This design comes from an exercise in tuning for small area, a short achievable clock period and few clock cycles per item on the open sky130 flow, not from production work. At most, simulation tests tie the RTL to the original design; equivalence was not proved. Power is estimated from default activity; no workload was simulated.

Setup of the previous run:
==> flow/design.v (excerpt) <==
module j1587_msgdec (
    input  wire         clk,
    input  wire         rst,
    input  wire         start,
    input  wire [255:0] frame,
    input  wire [5:0]   frame_len,
    output reg          done,
    output reg  [3:0]   err,
    output reg  [7:0]   mid,
    output reg  [3:0]   nparams,
    output reg  [80:0]  par_pid,    
    output reg  [44:0]  par_pos,    
    output reg  [44:0]  par_dlen    
);
    localparam [3:0] E_NONE      = 4'd0;
    localparam [3:0] E_INV_PID   = 4'd1;
    localparam [3:0] E_INV_LEN   = 4'd3;
    localparam [3:0] E_TOO_LONG  = 4'd6;
    localparam [3:0] E_TRUNC     = 4'd7;
    localparam [3:0] E_CHECKSUM  = 4'd8;
    integer i;
    genvar g;
    reg       busy;          
    reg       wt;            
    reg       quick;         
    reg [4:0] cpos;          
    reg [6:0] dr;            
    reg [3:0] slot;          
    reg [1:0] perr;          
    reg       page2;         
    reg       longr;         
    reg [12:0] csa_q;      
    reg [37:0] csb_q;
    reg       csum_bad_q;
    reg [7:0] pid_r  [0:8];
    reg [4:0] pos_r  [0:8];
    reg [4:0] dlen_r [0:8];
    wire [7:0] b0 = frame[7:0];
    wire [7:0] b1 = frame[15:8];
    wire [7:0] b2 = frame[23:16];
    wire [7:0] b3 = frame[31:24];
    wire [4:0]  len_hgt;     
    wire [4:0]  len_heq;     
    wire [7:0]  len_lgt;     
    wire [31:0] inlen;
    generate
        for (g = 0; g < 5; g = g + 1) begin : g_hi
            assign len_hgt[g] = (frame_len[5:3] > g);
            assign len_heq[g] = (frame_len[5:3] == g);
        end
  ...
Size in the first run: ~1800 cells after synthesis, roughly 450 I/O pins, about 20000 um2 of cells after synthesis.
export LEC_CHECK = 0
export CAP_MARGIN = 20
export CORE_MARGIN = 2
export CORE_UTILIZATION = 60
export SETUP_SLACK_MARGIN = 2.5
export SLEW_MARGIN = 20
create_clock -name core_clock -period 7.0 [get_ports {clk}]
standard.sh (not shown) runs the stock make flow with config.mk's settings and CLKGATE_MAP_FILE= SYNTH_SCRIPT=/design/flow/synth_recipe.tcl, a recipe that flattens the netlist after the stock synthesis.
==> flow/flow/run.sh <==
#!/bin/bash
# The standard layout, with two changes:
#  - plain buffers (buf_1) on the ports instead of the flow's default port
#    buffer cell;
#  - after the standard synthesis, fixinv.py removes the inverters that
#    synthesis leaves around full adders (choosing, per full adder, whether
#    it takes its inputs complemented); Yosys then proves the new netlist
#    equivalent to synthesis's, and the flow goes on from the new netlist
#    (or from synthesis's own, if anything here fails).
export BUFFER_PORTS_ARGS="-buffer_cell sky130_fd_sc_hd__buf_1"
bash standard.sh synth > synth.log 2>&1 || exit 1
R=orfs/results/sky130hd/j1587_msgdec/base
LIB=$FLOW_HOME/platforms/sky130hd/lib/sky130_fd_sc_hd__tt_025C_1v80.lib
cp $R/1_2_yosys.v synth_netlist.v
if python3 flow/fixinv.py synth_netlist.v fixed_netlist.v > fixinv.log 2>&1; then
  cat > eq.ys <<EOY
read_liberty -ignore_miss_func $LIB
read_verilog synth_netlist.v
rename $FLOW_TOP gold
read_verilog fixed_netlist.v
rename $FLOW_TOP gate
flatten
opt_clean
cd gate
rename -hide w:_* w:fixinv*
cd gold
rename -hide w:_*
cd
equiv_make gold gate equiv
hierarchy -top equiv
equiv_simple -seq 2
equiv_induct
equiv_status -assert
EOY
  if timeout 1200 yosys -q eq.ys > eq.log 2>&1; then
    echo "equivalence proven; using fixed_netlist.v" >> fixinv.log
    cp fixed_netlist.v $R/1_2_yosys.v
    rm -f $R/1_synth.odb $R/1_synth.sdc
  else
    echo "equivalence not proven; using synthesis's netlist" >> fixinv.log
  fi
fi
bash standard.sh > standard.log 2>&1
Other scripts of this flow, unchanged in this note and not shown: flow/flow/fixinv.py
Testbench counts of the previous run, summed over its fixed seeds: cycles 6,133, frames 2,400.
Changes in the current run relative to the previous run:
--- a/flow/design.v
+++ b/flow/design.v
@@ -535,33 +535,34 @@
         end
     endfunction
     reg [6:0] lm4, lm5;
     always @* begin
         lm4 = 7'd0;
         lm5 = 7'd0;
         for (i = 0; i < 64; i = i + 1)
             if (frame_len == i) begin
                 lm4 = i - 4;
                 lm5 = i - 5;
             end
     end
-    wire [20:0] st1 = step(5'd1, b1, b2, lm4);
-    wire [20:0] st2 = step(5'd2, b2, b3, lm5);
+    wire [7:0]  l0  = pg_in ? b2 : b1;
+    wire [7:0]  n0  = pg_in ? b3 : b2;
+    wire [20:0] st0 = step({3'b000, pg_in, ~pg_in}, l0, n0, pg_in ? lm5 : lm4);
     wire [255:0] frame_l = {frame[255:32], {4{frame[31:24]}}};
     wire [255:0] frame_n = {8'h00, frame[255:40], {4{frame[39:32]}}};
     wire [7:0]  lm  = frame_l[{cpos, 3'b000} +: 8];
     wire [7:0]  nm  = frame_n[{cpos, 3'b000} +: 8];
     wire [20:0] stm = step(cpos, lm, nm, dr);
-    wire [20:0] s  = start ? (pg_in ? st2 : st1) : stm;
-    wire [7:0]  l  = start ? (pg_in ? b2 : b1) : lm;
+    wire [20:0] s  = start ? st0 : stm;
+    wire [7:0]  l  = start ? l0 : lm;
     wire [3:0]  k  = start ? 4'd0 : slot;
     wire       s_err  = s[20];
     wire [1:0] s_code = s[19:18];
     wire       s_fin  = s[17];
     wire [4:0] s_dl   = s[16:12];
     wire [4:0] s_next = s[11:7];
     wire [6:0] s_dn   = s[6:0];
     wire act  = start | (busy & ~wt);
     wire fin  = act & (s_err | s_fin);
     wire hold = start & s_fin & ~s_err & inlen[9];
     always @(posedge clk) begin
         mid        <= b0;
==> comparison <==
In the current run, peak supply drop is higher than in the previous run. Arrival time at the worst endpoint, the current run and the previous run: larger value in the previous run. Final critical delay including setup and external delays: the current run < the previous run. Average via count per standard cell, the current run and the previous run, higher one = the previous run. For the setup slack at placement, the current run came in 23 ps lower than the previous run did. Against the previous run, the current run comes in 0.70 points higher on fraction of cell area in non-clock buffers. Per the comparison of the current run with the previous run, routed via count lower; first-pass GRT wire length decreased about 10%. The part of the total power dissipated in the clock network in the current run sits 1.5 points above the value recorded for the previous run. Looking at combinational cell fraction of total power, the current run sits 2.1 points below the previous run. Cell leakage power was lower in the current run than in the previous run.
Testbench counts of the current run, summed over its fixed seeds: cycles 6,133, frames 2,400.

* * *

j1587_msgdec with an RTL version that a note above also has.
Size: ~1700 cells after synthesis, ~450 I/O pins.
// j1587_msgdec
module j1587_msgdec (
    input  wire         clk,
    input  wire         rst,
    input  wire         start,
    input  wire [255:0] frame,
    input  wire [5:0]   frame_len,
    output reg          done,
    output reg  [3:0]   err,
    output reg  [7:0]   mid,
    output reg  [3:0]   nparams,
    output reg  [80:0]  par_pid,    
    output reg  [44:0]  par_pos,    
    output reg  [44:0]  par_dlen    
);
clock: 7.0 ns
lec_check: 0
cap_margin: 20
core_margin: 2
core_utilization: 60
setup_slack_margin: 3.0
slew_margin: 20
Scripts as last shown in full above: flow/flow/run.sh
Other scripts of this flow, unchanged in this note and not shown: flow/flow/fixinv.py
Testbench counts at the start, summed over its fixed seeds: cycles 6,133, frames 2,400.
Change:
--- a/flow/design.v
+++ b/flow/design.v
@@ -538,28 +538,27 @@
     always @* begin
         lm4 = 7'd0;
         lm5 = 7'd0;
         for (i = 0; i < 64; i = i + 1)
             if (frame_len == i) begin
                 lm4 = i - 4;
                 lm5 = i - 5;
             end
     end
-    wire [7:0]  l0  = pg_in ? b2 : b1;
-    wire [7:0]  n0  = pg_in ? b3 : b2;
-    wire [20:0] st0 = step({3'b000, pg_in, ~pg_in}, l0, n0, pg_in ? lm5 : lm4);
+    wire [20:0] st1 = step(5'd1, b1, b2, lm4);
+    wire [20:0] st2 = step(5'd2, b2, b3, lm5);
     wire [255:0] frame_l = {frame[255:32], {4{frame[31:24]}}};
     wire [255:0] frame_n = {8'h00, frame[255:40], {4{frame[39:32]}}};
     wire [7:0]  lm  = frame_l[{cpos, 3'b000} +: 8];
     wire [7:0]  nm  = frame_n[{cpos, 3'b000} +: 8];
     wire [20:0] stm = step(cpos, lm, nm, dr);
-    wire [20:0] s  = start ? st0 : stm;
-    wire [7:0]  l  = start ? l0 : lm;
+    wire [20:0] s  = start ? (pg_in ? st2 : st1) : stm;
+    wire [7:0]  l  = start ? (pg_in ? b2 : b1) : lm;
     wire [3:0]  k  = start ? 4'd0 : slot;
     wire       s_err  = s[20];
     wire [1:0] s_code = s[19:18];
     wire       s_fin  = s[17];
     wire [4:0] s_dl   = s[16:12];
     wire [4:0] s_next = s[11:7];
     wire [6:0] s_dn   = s[6:0];
     wire act  = start | (busy & ~wt);
     wire fin  = act & (s_err | s_fin);
The changed run completed without violations.
Global-route usage drops by 0.11 points.
Sequential share of layout area goes down by 0.30 points.
Die area went up by 4.3%.
Critical path depth came out lower by 6.
First-iteration DRC count increases by 10%.
Worst setup slack gets better by 0.079 ns.
Clock skew is about the same.
Sequential cell count stays the same.
Testbench counts after the change, summed over its fixed seeds: cycles 6,133, frames 2,400.

* * *

## trial 91
j1587_msgdec, a different RTL version from the one above (not shown whole).
Size in the first run: ~2000 cells after synthesis, roughly 240 flip-flops, roughly 20000 sq um of cells after synthesis.
Settings: LEC_CHECK=0, CAP_MARGIN=20, CORE_MARGIN=2, CORE_UTILIZATION=40, SETUP_SLACK_MARGIN=3.0, SLEW_MARGIN=20; clock period 7.0 ns.
==> flow/flow/run.sh <==
#!/bin/bash
# The standard layout, with plain buffers (buf_1) on the ports instead of
# the flow's default port buffer cell.
export BUFFER_PORTS_ARGS="-buffer_cell sky130_fd_sc_hd__buf_1"
bash standard.sh > standard.log 2>&1
Here is what was changed in the inputs of trial 39 compared with trial 91.
--- a/flow/design.v
+++ b/flow/design.v
@@ -539,37 +539,25 @@
         lm4 = 7'd0;
         lm5 = 7'd0;
         for (i = 0; i < 64; i = i + 1)
             if (frame_len == i) begin
                 lm4 = i - 4;
                 lm5 = i - 5;
             end
     end
-    wire [7:0]  l0  = pg_in ? b2 : b1;
-    wire [7:0]  n0  = pg_in ? b3 : b2;
-    wire [20:0] st0 = step({3'b000, pg_in, ~pg_in}, l0, n0, pg_in ? lm5 : lm4);
-    reg [31:0] csel;
-    always @* begin
-        csel = 32'd0;
-        for (i = 0; i < 32; i = i + 1)
-            if (cpos == i) csel[i] = 1'b1;
-    end
-    reg [7:0] lm, nm;
-    always @* begin
-        lm = 8'd0;
-        nm = 8'd0;
-        for (i = 3; i < 31; i = i + 1) begin
-            lm = lm | (frame[8*i +: 8] & {8{csel[i]}});
-            nm = nm | (frame[8*i+8 +: 8] & {8{csel[i]}});
-        end
-    end
+    wire [20:0] st1 = step(5'd1, b1, b2, lm4);
+    wire [20:0] st2 = step(5'd2, b2, b3, lm5);
+    wire [255:0] frame_l = {frame[255:32], {4{frame[31:24]}}};
+    wire [255:0] frame_n = {8'h00, frame[255:40], {4{frame[39:32]}}};
+    wire [7:0]  lm  = frame_l[{cpos, 3'b000} +: 8];
+    wire [7:0]  nm  = frame_n[{cpos, 3'b000} +: 8];
     wire [20:0] stm = step(cpos, lm, nm, dr);
-    wire [20:0] s  = start ? st0 : stm;
-    wire [7:0]  l  = start ? l0 : lm;
+    wire [20:0] s  = start ? (pg_in ? st2 : st1) : stm;
+    wire [7:0]  l  = start ? (pg_in ? b2 : b1) : lm;
     wire [3:0]  k  = start ? 4'd0 : slot;
     wire       s_err  = s[20];
     wire [1:0] s_code = s[19:18];
     wire       s_fin  = s[17];
     wire [4:0] s_dl   = s[16:12];
     wire [4:0] s_next = s[11:7];
     wire [6:0] s_dn   = s[6:0];
     wire act  = start | (busy & ~wt);
Results
Compared to trial 91, trial 39 has number of buffer and inverter stages on the critical path 4 lower.
Trial 39 went all the way through synthesis, placement and routing and the layout is clean on timing, DRC and antenna.
Comparing trial 91 and trial 39, the higher cell area after synthesis was measured on trial 39.
Diff trial 91 -> trial 39 | final design instance area without fill | down slightly
Trial 39: ratio of routed vias to standard cells lower than trial 91
In trial 39, the power came out about 2.7% below the value in trial 91.
Going from trial 91 to trial 39, peak per-stage delay on the critical path up 0.03 ns; end-of-flow core utilization went down 2.0 points; maximum frequency saw an increase; total via count after detailed routing lower.
On trial 39: clock group power is about 5% higher than what trial 91 gave.
There was hardly any difference in clock skew between trial 91 and trial 39.
Testbench counts of trial 39, summed over its fixed seeds: cycles 6,133, frames 2,400.
The RTL of trial 91 was laid out without a check of its function.

what the ideal ports hide:
The flow's constraints put no driver on any port. The routed layouts listed below were extracted and timed again, unchanged, in two steps. Step 1 (the two cells are an assumption about what drives the block):
set clk [get_ports {clk}]
set_driving_cell -lib_cell sky130_fd_sc_hd__clkbuf_16 $clk
set_driving_cell -lib_cell sky130_fd_sc_hd__buf_2 [delete_from_list [all_inputs] $clk]
Step 2 moves the port delays by t, midway between the first and last clock arrival at a register: inputs arrive t later, outputs are due t later. That takes back most of the time a late clock gives input paths. Three values: ideal ports, drivers, drivers and shift; two values: the first two.
run	t (ns)	setup slack, ns	latest minus earliest clock arrival (ns)	worst register clock-pin slew, ns
the previous run	0.585	2.515 / 2.516 / 1.930	0.027 / 0.027	0.07 / 0.07
the current run	0.583	2.536 / 2.536 / 1.997	0.018 / 0.018	0.07 / 0.07
the first run of note 2	0.589	2.763 / 2.711 / 2.121	0.025 / 0.025	0.07 / 0.07
the second run of note 2	0.589	2.842 / 2.797 / 2.208	0.024 / 0.024	0.07 / 0.07
trial 91	0.633	2.742 / 2.764 / 2.131	0.025 / 0.026	0.07 / 0.07
trial 39	0.625	2.867 / 2.836 / 2.210	0.027 / 0.027	0.08 / 0.08
After both steps every run listed still meets setup and hold. For trial 39, which loses most, drivers alone change the setup slack by -0.031 ns; drivers and shift together by -0.657 ns.
